What follows belongs to an exercise in optimizing a design on an open flow for small area; a production flow would make more cautious choices. The RTL was checked by simulation tests, not by an equivalence proof against the original design. Power is estimated from default activity; no workload was simulated.

==> flow/config.mk <==
export PLATFORM = sky130hd
export DESIGN_NAME = fhp
export DESIGN_NICKNAME = fhp
export VERILOG_FILES = /design/flow/design.v
export SDC_FILE = /design/flow/constraint.sdc
export NUM_CORES = 4
export LEC_CHECK = 0
export CAP_MARGIN = 20
export CORE_MARGIN = 2
export CORE_UTILIZATION = 40
export SLEW_MARGIN = 20
==> flow/constraint.sdc <==
create_clock -name core_clock -period 12.0 [get_ports {clk}]
set_input_delay 2.4000 -clock core_clock [delete_from_list [all_inputs] [get_ports {clk}]]
set_output_delay 2.4000 -clock core_clock [all_outputs]
set_load 0.01 [all_outputs]
==> flow/design.v <==
`default_nettype none
module fhp (
    input  wire        clk,
    input  wire        rst_n,          
    input  wire        fb_we,
    input  wire [6:0]  fb_addr,
    input  wire [7:0]  fb_wdata,
    input  wire        flen_we,
    input  wire [7:0]  flen_wdata,
    input  wire        cmd_valid,
    input  wire        cmd_mode,       
    input  wire [7:0]  cmd_label,
    input  wire [7:0]  rd_addr,
    output reg  [31:0] rd_data,
    output wire        done,
    output reg         report_valid
);
    localparam [2:0] PS_IDLE = 3'd0, PS_L2 = 3'd1, PS_L3 = 3'd2, PS_L4 = 3'd3,
                     PS_DONE = 3'd4;
    localparam [1:0] L2_NONE = 2'd0, L2_OK = 2'd1, L2_REJECTED = 2'd2;
    localparam [2:0] L3_NONE = 3'd0, L3_IPV4 = 3'd1, L3_IPV6 = 3'd2, L3_ARP = 3'd3,
                     L3_UNSUPPORTED = 3'd4, L3_MALFORMED = 3'd5;
    localparam [2:0] L4_NONE = 3'd0, L4_TCP = 3'd1, L4_UDP = 3'd2,
                     L4_UNSUPPORTED = 3'd3, L4_MALFORMED = 3'd4;
    localparam [1:0] SUM_NA = 2'd0, SUM_V4 = 2'd1, SUM_V6 = 2'd2;
    localparam [15:0] ETYPE_IPV4 = 16'h0800, ETYPE_IPV6 = 16'h86DD,
                      ETYPE_ARP  = 16'h0806;
    localparam [7:0]  PROTO_TCP = 8'd6, PROTO_UDP = 8'd17;
    reg [7:0] fb [0:127];
    reg [7:0] flen;
    always @(posedge clk) begin
        if (fb_we)
            fb[fb_addr] <= fb_wdata;
    end
    always @(posedge clk) begin
        if (flen_we)
            flen <= flen_wdata;
    end
    reg [2:0]   ps;
    reg [6:0]   off;
    reg [7:0]   l4key;
    reg         mode;
    reg [7:0]   label;
    reg [1:0]   l2_status;
    reg [2:0]   l3_status;
    reg [2:0]   l4_status;
    reg [1:0]   sum_kind;
    reg [127:0] sum_src;
    reg [127:0] sum_dst;
    reg [47:0]  eth_dst;
    reg [47:0]  eth_src;
    reg [15:0]  ethertype;
    reg [3:0]   ip4_ihl;
    reg [15:0]  ip4_totlen;
    reg [7:0]   ip4_proto;
    reg [31:0]  ip4_src;
    reg [31:0]  ip4_dst;
    reg [15:0]  ip6_plen;
    reg [7:0]   ip6_nh;
    reg [127:0] ip6_src;
    reg [127:0] ip6_dst;
    reg [15:0]  arp_htype;
    reg [7:0]   arp_palen;
    reg [15:0]  arp_oper;
    reg [47:0]  arp_sha;
    reg [31:0]  arp_spa;
    reg [47:0]  arp_tha;
    reg [31:0]  arp_tpa;
    reg [15:0]  l4_sport;
    reg [15:0]  l4_dport;
    assign done = (ps == PS_DONE);
    wire [7:0] avail = flen - {1'b0, off};
    wire [3:0] v4_ihl  = fb[14][3:0];
    wire [5:0] v4_hlen = {v4_ihl, 2'b00};
    wire       v4_ok   = (avail >= 8'd20) && (v4_ihl >= 4'd5) &&
                         ({2'b00, v4_hlen} <= avail);
    wire       v6_ok   = (avail >= 8'd40);
    wire       arp_ok  = (avail >= 8'd28);
    wire       tcp_ok  = (avail >= 8'd20);
    wire       udp_ok  = (avail >= 8'd8);
    wire [15:0] l4_sport_rd = {fb[off], fb[off + 7'd1]};
    wire [15:0] l4_dport_rd = {fb[off + 7'd2], fb[off + 7'd3]};
    wire cmd_accept = cmd_valid && ((ps == PS_IDLE) || (ps == PS_DONE));
    always @(posedge clk or negedge rst_n) begin
        if (!rst_n) begin
            ps           <= PS_IDLE;
            off          <= 7'd0;
            mode         <= 1'b0;
            l2_status    <= L2_NONE;
            l3_status    <= L3_NONE;
            l4_status    <= L4_NONE;
            sum_kind     <= SUM_NA;
            sum_src      <= 128'd0;
            sum_dst      <= 128'd0;
            report_valid <= 1'b0;
        end else begin
            report_valid <= 1'b0;
            case (ps)
                PS_IDLE, PS_DONE: begin
                    if (cmd_accept) begin
                        mode      <= cmd_mode;
                        l2_status <= L2_NONE;
                        l3_status <= L3_NONE;
                        l4_status <= L4_NONE;
                        sum_kind  <= SUM_NA;
                        sum_src   <= 128'd0;
                        sum_dst   <= 128'd0;
                        ps        <= PS_L2;
                        off       <= 7'd0;
                    end
                end
                PS_L2: begin
                    if (flen < 8'd14) begin
                        l2_status    <= L2_REJECTED;
                        ps           <= PS_DONE;
                        report_valid <= mode;
                    end else begin
                        l2_status <= L2_OK;
                        ps        <= PS_L3;
                        off       <= 7'd14;
                    end
                end
                PS_L3: begin
                    case (ethertype)
                        ETYPE_IPV4: begin
                            if (v4_ok) begin
                                l3_status <= L3_IPV4;
                                sum_kind  <= SUM_V4;
                                sum_src   <= {96'd0, fb[26], fb[27], fb[28], fb[29]};
                                sum_dst   <= {96'd0, fb[30], fb[31], fb[32], fb[33]};
                                ps        <= PS_L4;
                                off       <= 7'd14 + {1'b0, v4_hlen};
                            end else begin
                                l3_status    <= L3_MALFORMED;
                                ps           <= PS_DONE;
                                report_valid <= mode;
                            end
                        end
                        ETYPE_IPV6: begin
                            if (v6_ok) begin
                                l3_status <= L3_IPV6;
                                sum_kind  <= SUM_V6;
                                sum_src   <= {fb[22], fb[23], fb[24], fb[25],
                                              fb[26], fb[27], fb[28], fb[29],
                                              fb[30], fb[31], fb[32], fb[33],
                                              fb[34], fb[35], fb[36], fb[37]};
                                sum_dst   <= {fb[38], fb[39], fb[40], fb[41],
                                              fb[42], fb[43], fb[44], fb[45],
                                              fb[46], fb[47], fb[48], fb[49],
                                              fb[50], fb[51], fb[52], fb[53]};
                                ps        <= PS_L4;
                                off       <= 7'd54;
                            end else begin
                                l3_status    <= L3_MALFORMED;
                                ps           <= PS_DONE;
                                report_valid <= mode;
                            end
                        end
                        ETYPE_ARP: begin
                            if (arp_ok) begin
                                l3_status <= L3_ARP;
                                sum_kind  <= SUM_V4;
                                sum_src   <= {96'd0, fb[28], fb[29], fb[30], fb[31]};
                                sum_dst   <= {96'd0, fb[38], fb[39], fb[40], fb[41]};
                            end else begin
                                l3_status <= L3_MALFORMED;
                            end
                            ps           <= PS_DONE;
                            report_valid <= mode;
                        end
                        default: begin
                            l3_status    <= L3_UNSUPPORTED;
                            ps           <= PS_DONE;
                            report_valid <= mode;
                        end
                    endcase
                end
                PS_L4: begin
                    case (l4key)
                        PROTO_TCP: l4_status <= tcp_ok ? L4_TCP : L4_MALFORMED;
                        PROTO_UDP: l4_status <= udp_ok ? L4_UDP : L4_MALFORMED;
                        default:   l4_status <= L4_UNSUPPORTED;
                    endcase
                    ps           <= PS_DONE;
                    report_valid <= mode;
                end
                default: ps <= PS_IDLE;
            endcase
        end
    end
    always @(posedge clk) begin
        if (cmd_accept)
            label <= cmd_label;
        if (ps == PS_L2 && flen >= 8'd14) begin
            eth_dst   <= {fb[0], fb[1], fb[2], fb[3], fb[4], fb[5]};
            eth_src   <= {fb[6], fb[7], fb[8], fb[9], fb[10], fb[11]};
            ethertype <= {fb[12], fb[13]};
        end
        if (ps == PS_L3 && ethertype == ETYPE_IPV4 && v4_ok) begin
            ip4_ihl    <= v4_ihl;
            ip4_totlen <= {fb[16], fb[17]};
            ip4_proto  <= fb[23];
            ip4_src    <= {fb[26], fb[27], fb[28], fb[29]};
            ip4_dst    <= {fb[30], fb[31], fb[32], fb[33]};
            l4key      <= fb[23];
        end
        if (ps == PS_L3 && ethertype == ETYPE_IPV6 && v6_ok) begin
            ip6_plen <= {fb[18], fb[19]};
            ip6_nh   <= fb[20];
            ip6_src  <= {fb[22], fb[23], fb[24], fb[25], fb[26], fb[27], fb[28], fb[29],
                         fb[30], fb[31], fb[32], fb[33], fb[34], fb[35], fb[36], fb[37]};
            ip6_dst  <= {fb[38], fb[39], fb[40], fb[41], fb[42], fb[43], fb[44], fb[45],
                         fb[46], fb[47], fb[48], fb[49], fb[50], fb[51], fb[52], fb[53]};
            l4key    <= fb[20];
        end
        if (ps == PS_L3 && ethertype == ETYPE_ARP && arp_ok) begin
            arp_htype <= {fb[14], fb[15]};
            arp_palen <= fb[19];
            arp_oper  <= {fb[20], fb[21]};
            arp_sha   <= {fb[22], fb[23], fb[24], fb[25], fb[26], fb[27]};
            arp_spa   <= {fb[28], fb[29], fb[30], fb[31]};
            arp_tha   <= {fb[32], fb[33], fb[34], fb[35], fb[36], fb[37]};
            arp_tpa   <= {fb[38], fb[39], fb[40], fb[41]};
        end
        if (ps == PS_L4 && ((l4key == PROTO_TCP && tcp_ok) ||
                            (l4key == PROTO_UDP && udp_ok))) begin
            l4_sport <= l4_sport_rd;
            l4_dport <= l4_dport_rd;
        end
    end
    reg [127:0] rd_reg;
    always @(*) begin
        case (rd_addr[7:2])
            6'd1:  rd_reg = {120'd0, flen};
            6'd2:  rd_reg = {125'd0, ps};
            6'd3:  rd_reg = {121'd0, off};
            6'd4:  rd_reg = {120'd0, l4key};
            6'd5:  rd_reg = {127'd0, mode};
            6'd6:  rd_reg = {120'd0, label};
            6'd7:  rd_reg = {126'd0, l2_status};
            6'd8:  rd_reg = {125'd0, l3_status};
            6'd9:  rd_reg = {125'd0, l4_status};
            6'd10: rd_reg = {126'd0, sum_kind};
            6'd11: rd_reg = sum_src;
            6'd12: rd_reg = sum_dst;
            6'd13: rd_reg = {80'd0, eth_dst};
            6'd14: rd_reg = {80'd0, eth_src};
            6'd15: rd_reg = {112'd0, ethertype};
            6'd16: rd_reg = {124'd0, ip4_ihl};
            6'd17: rd_reg = {112'd0, ip4_totlen};
            6'd18: rd_reg = {120'd0, ip4_proto};
            6'd19: rd_reg = {96'd0, ip4_src};
            6'd20: rd_reg = {96'd0, ip4_dst};
            6'd21: rd_reg = {112'd0, ip6_plen};
            6'd22: rd_reg = {120'd0, ip6_nh};
            6'd23: rd_reg = ip6_src;
            6'd24: rd_reg = ip6_dst;
            6'd25: rd_reg = {112'd0, arp_htype};
            6'd26: rd_reg = {120'd0, arp_palen};
            6'd27: rd_reg = {112'd0, arp_oper};
            6'd28: rd_reg = {80'd0, arp_sha};
            6'd29: rd_reg = {96'd0, arp_spa};
            6'd30: rd_reg = {80'd0, arp_tha};
            6'd31: rd_reg = {96'd0, arp_tpa};
            6'd32: rd_reg = {112'd0, l4_sport};
            6'd33: rd_reg = {112'd0, l4_dport};
            default: rd_reg = 128'd0;    
        endcase
        case (rd_addr[1:0])
            2'd0: rd_data = rd_reg[31:0];
            2'd1: rd_data = rd_reg[63:32];
            2'd2: rd_data = rd_reg[95:64];
            default: rd_data = rd_reg[127:96];
        endcase
    end
endmodule
`default_nettype wire
==> flow/run.sh <==
#!/bin/bash
# synth_recipe.tcl (not shown) runs the flow's synth.tcl, then flattens the netlist and writes it again
# the make line also repeats each setting of config.mk as NAME=value (left out here)
make -C /OpenROAD-flow-scripts/flow DESIGN_CONFIG=/design/flow/config.mk WORK_HOME=/design/flow/orfs CLKGATE_MAP_FILE= SYNTH_SCRIPT=/design/flow/synth_recipe.tcl finish
==> flow_summary.yaml <==
timing:
  rsz0062_at_grt: "false"
  slew_violations: 0
  fin_ws_ns: 2.19
  fin_crit_sh: 0.817
  setup_viol: 0
  finClkSkew_ns: 0.0554
  worstMarginPinSlew_ns: 1.27
  setup_tns_ns: 0
  relSlewSlack: 0.156
  fin_crit_ns: 9.81
  clock.fmax_mhz: 102
  hold_viol_final: 0
cts:
  clk_path_buf_depth: 3
  cts_tree: "yes"
  cts-root-buf: "clkbuf_16"
  holdBufCountCts: 0
  postCtsSetupRepairBufs: 0
  cts.htree.levels: 4
  clkLatencyLatePin_ns: 0.87
  cts_resized: 0
  path_clk_slew_ns: 0.06
  clock-sinks: 2041
  cts_made_buffers: 211
floorplan:
  io_pins: 79
  rows: 172
  core_um2: 220000
  die_y_um: 474
  initial_utilization: 0.402
  die_w_um: 474
  die-area_um2: 225000
global_routing:
  grt_start_max_net_pins: 132
  grt_pass1_wl_um: 440000
  antenna_found_initial: 32
  grt_pass1_vias: 54500
  track_usage: 0.280
  overflow: 0
worst_setup_path:
  slowest_stage: "clkdlybuf4s50_1"
  ff2ff_setup_slack_ns: 5.83
  critPathTopFamily: "buffers and inverters"
  cp-endpoint: "rd_data[0]"
  crit_chain: "clkdlybuf4s50_1, nand4b_1, nor3_2, buf_4, a22oi_1, nand2_1, or3_1, nor3_1, nor3_1, clkdlybuf4s50_1"
  crit_buf_inv: 3
  start_kind: "primary input"
  required_ns: 9.60
  worstRegToRegCells: 14
  slowest_delay_ns: 1.01
  critPathKind: "primary input to output port"
  regToRegStartpoint: "off[3]$_DFFE_PN0P_"
  cp.depth: 10
  regToRegEndpoint: "sum_src[29]$_DFFE_PN0P_"
  worstPathArrival_ns: 7.41
  end_kind: "output port"
  cp-startpoint: "rd_addr[3]"
  crit_path_max_fanout: 28
pwr:
  p_int_mw: 14.3
  irDropWorstVdd_mv: 0.268
  pwr_density_cell_nw_per_um2: 206
  p_switching_mw: 6.40
  clkPwrFrac: 0.333
  p_leak_nw: 32.7
  seq_power_share: 0.393
  switching_share: 0.310
  combPwrFrac: 0.274
synthesis:
  async_flop_share: 0.136
  yosysWarnings: 1
  synthCells: 5227
  synth_cell_types: 65
  avgSynthCellArea_um2: 16.9
  ys.flop_type: "edfxtp_1"
  yosys-top-cells-area: "edfxtp_1, mux4_2, dfrtp_1"
  netlist_area_um2: 88300
  synth_seq_area_share: 0.678
  synth_top_area_frac: 0.600
  synth_nets: 5285
  yosys.area.top_type: "edfxtp_1"
  synth-edff-count: 1764
  synth-seq-cells: 2041
placement:
  gp_congestion: 0.944
  place_area_um2: 92900
  dp_cells: 7943
  io_buffers: 78
  dp_hpwl_um: 198000
  dp_slack_ns: 2.37
drt:
  drc: 0
  ant_nets: 0
  viasPerCell: 6.81
  drtPass1Iterations: 8
  post_drt_wl_per_cell_um: 38.1
  vias: 56800
  drt_iter0_drc: 9581
  drt-total-wl_um: 318000
layout:
  area_growth_pct: 13.5
  drive_above_1_share: 0.211
  fin_cells: 8346
  final_cell_mix: "edfxtp_1, mux4_2, a22oi_1"
  final_area_um2: 100000
  final_util: 0.457
  final_common_cell: "edfxtp_1"
  fin_nets: 5343
run_status:
  outcome: "finished clean"
hold_path:
  hold_class: "register to register"
flow_run:
  drv_cap: 0
==> area by class of cell <==
cell class,count,area [µm²]
Sequential cell,2041,59900
Fill cell,18700,119000
Tap cell,2871,3590
Timing Repair Buffer,247,2170
Antenna cell,5,12.5
Multi-Input combinational cell,2762,27200
Clock inverter,117,1480
Clock buffer,281,5830
Inverter,22,85.1
==> state kept, by name, indices dropped and copies added (netlist names), 16 cells and up <==
signal and count:
ip4_dst 32, ip6_plen 16, arp_htype 16, eth_dst 48, ip4_src 32, arp_spa 32, sum_dst 128, ip6_dst 128
l4_dport 16, sum_src 128, l4_sport 16, ip6_src 128, arp_oper 16, eth_src 48, ethertype 16, fb 1024
arp_sha 48, arp_tha 48, arp_tpa 32, ip4_totlen 16
==> through the flow <==
step	hold WS (ns)	power, mW
2_1_floorplan	0.439	11.9
3_3_place_gp	0.450	13.7
3_5_place_dp	0.457	13.8
4_1_cts	0.458	20.6
5_1_grt	0.464	21.2
6_report	0.459	20.6
==> Yosys cell counts (107+ instances only) <==
cell	count
a21oi_1	215
a22o_1	210
a22oi_1	364
clkbuf_1	282
dfrtp_1	277
edfxtp_1	1764
mux2i_1	268
mux4_2	464
nand2_1	194
nand3_1	107
nor2_1	206
nor3_1	115
o221ai_1	128
==> per-layer routing <==
| layer | vias up | track usage | share of wire |
|---|---|---|---|
| li1 | 22100 | - | - |
| met1 | 29600 | 0.379 | 0.37 |
| met2 | 4284 | 0.410 | 0.44 |
| met3 | 781 | 0.0943 | 0.14 |
| met4 | 28 | 0.118 | 0.049 |
| met5 | - | 0 | 0.00071 |
==> cells by family after synthesis <==
group,Yosys count,share of synthesized area
AO/OA/AOI/OAI,1173,0.0995
XOR/XNOR,9,0.000893
adder cells (fa/ha/maj),13,0.00193
buffers and inverters,424,0.0199
flip-flops,2041,0.678
multiplexers,807,0.159
AND/OR/NAND/NOR,760,0.0402
==> power groups by stage <==
stage / sequential, mW / clock [mW] / combinational (mW)
2_1_floorplan: 8.11 / 0 / 3.75
3_3_place_gp: 8.24 / 0 / 5.49
3_5_place_dp: 8.24 / 0 / 5.52
4_1_cts: 8.10 / 6.92 / 5.54
5_1_grt: 8.11 / 7.21 / 5.86
6_report: 8.11 / 6.89 / 5.66
==> how the worst min path moves through the flow <==
| stage | startpoint | endpoint | slack (ns) | depth (start not counted) |
|---|---|---|---|---|
| after detailed placement | fb[0][6]$_DFFE_PP_ | eth_dst[46]$_DFFE_PP_ | 0.46 | 0 |
| final | fb[7][3]$_DFFE_PP_ | eth_src[35]$_DFFE_PP_ | 0.46 | 0 |
| after global routing | fb[7][3]$_DFFE_PP_ | eth_src[35]$_DFFE_PP_ | 0.46 | 0 |
| after floorplan | fb[7][0]$_DFFE_PP_ | eth_src[32]$_DFFE_PP_ | 0.44 | 0 |
| after global placement | fb[16][5]$_DFFE_PP_ | ip4_totlen[13]$_DFFE_PP_ | 0.45 | 0 |
| after CTS | fb[5][5]$_DFFE_PP_ | eth_dst[5]$_DFFE_PP_ | 0.46 | 0 |

## static timing again, ports no longer ideal
In the flow no input, the clock included, has a driving cell. The finished layout below was timed again as built, in two steps. Step 1 assumes that a clkbuf_16 drives the clock port and a buf_2 every other input. Step 2 also shifts input and output timing later by t, the mid clock arrival at the registers, as if the neighbouring blocks saw the same clock. Three values: no drivers, after step 1, after step 2; two values: the first two.
t (ns): 0.943
slack for setup (ns): 2.192 / 2.124 / 2.124
hold WS [ns]: 0.459 / 0.459 / 0.459
pins driven straight from the clock port: 1
After both steps setup and hold are still met in this run. For this run, drivers alone change the setup slack by -0.068 ns; drivers and shift together by -0.068 ns.
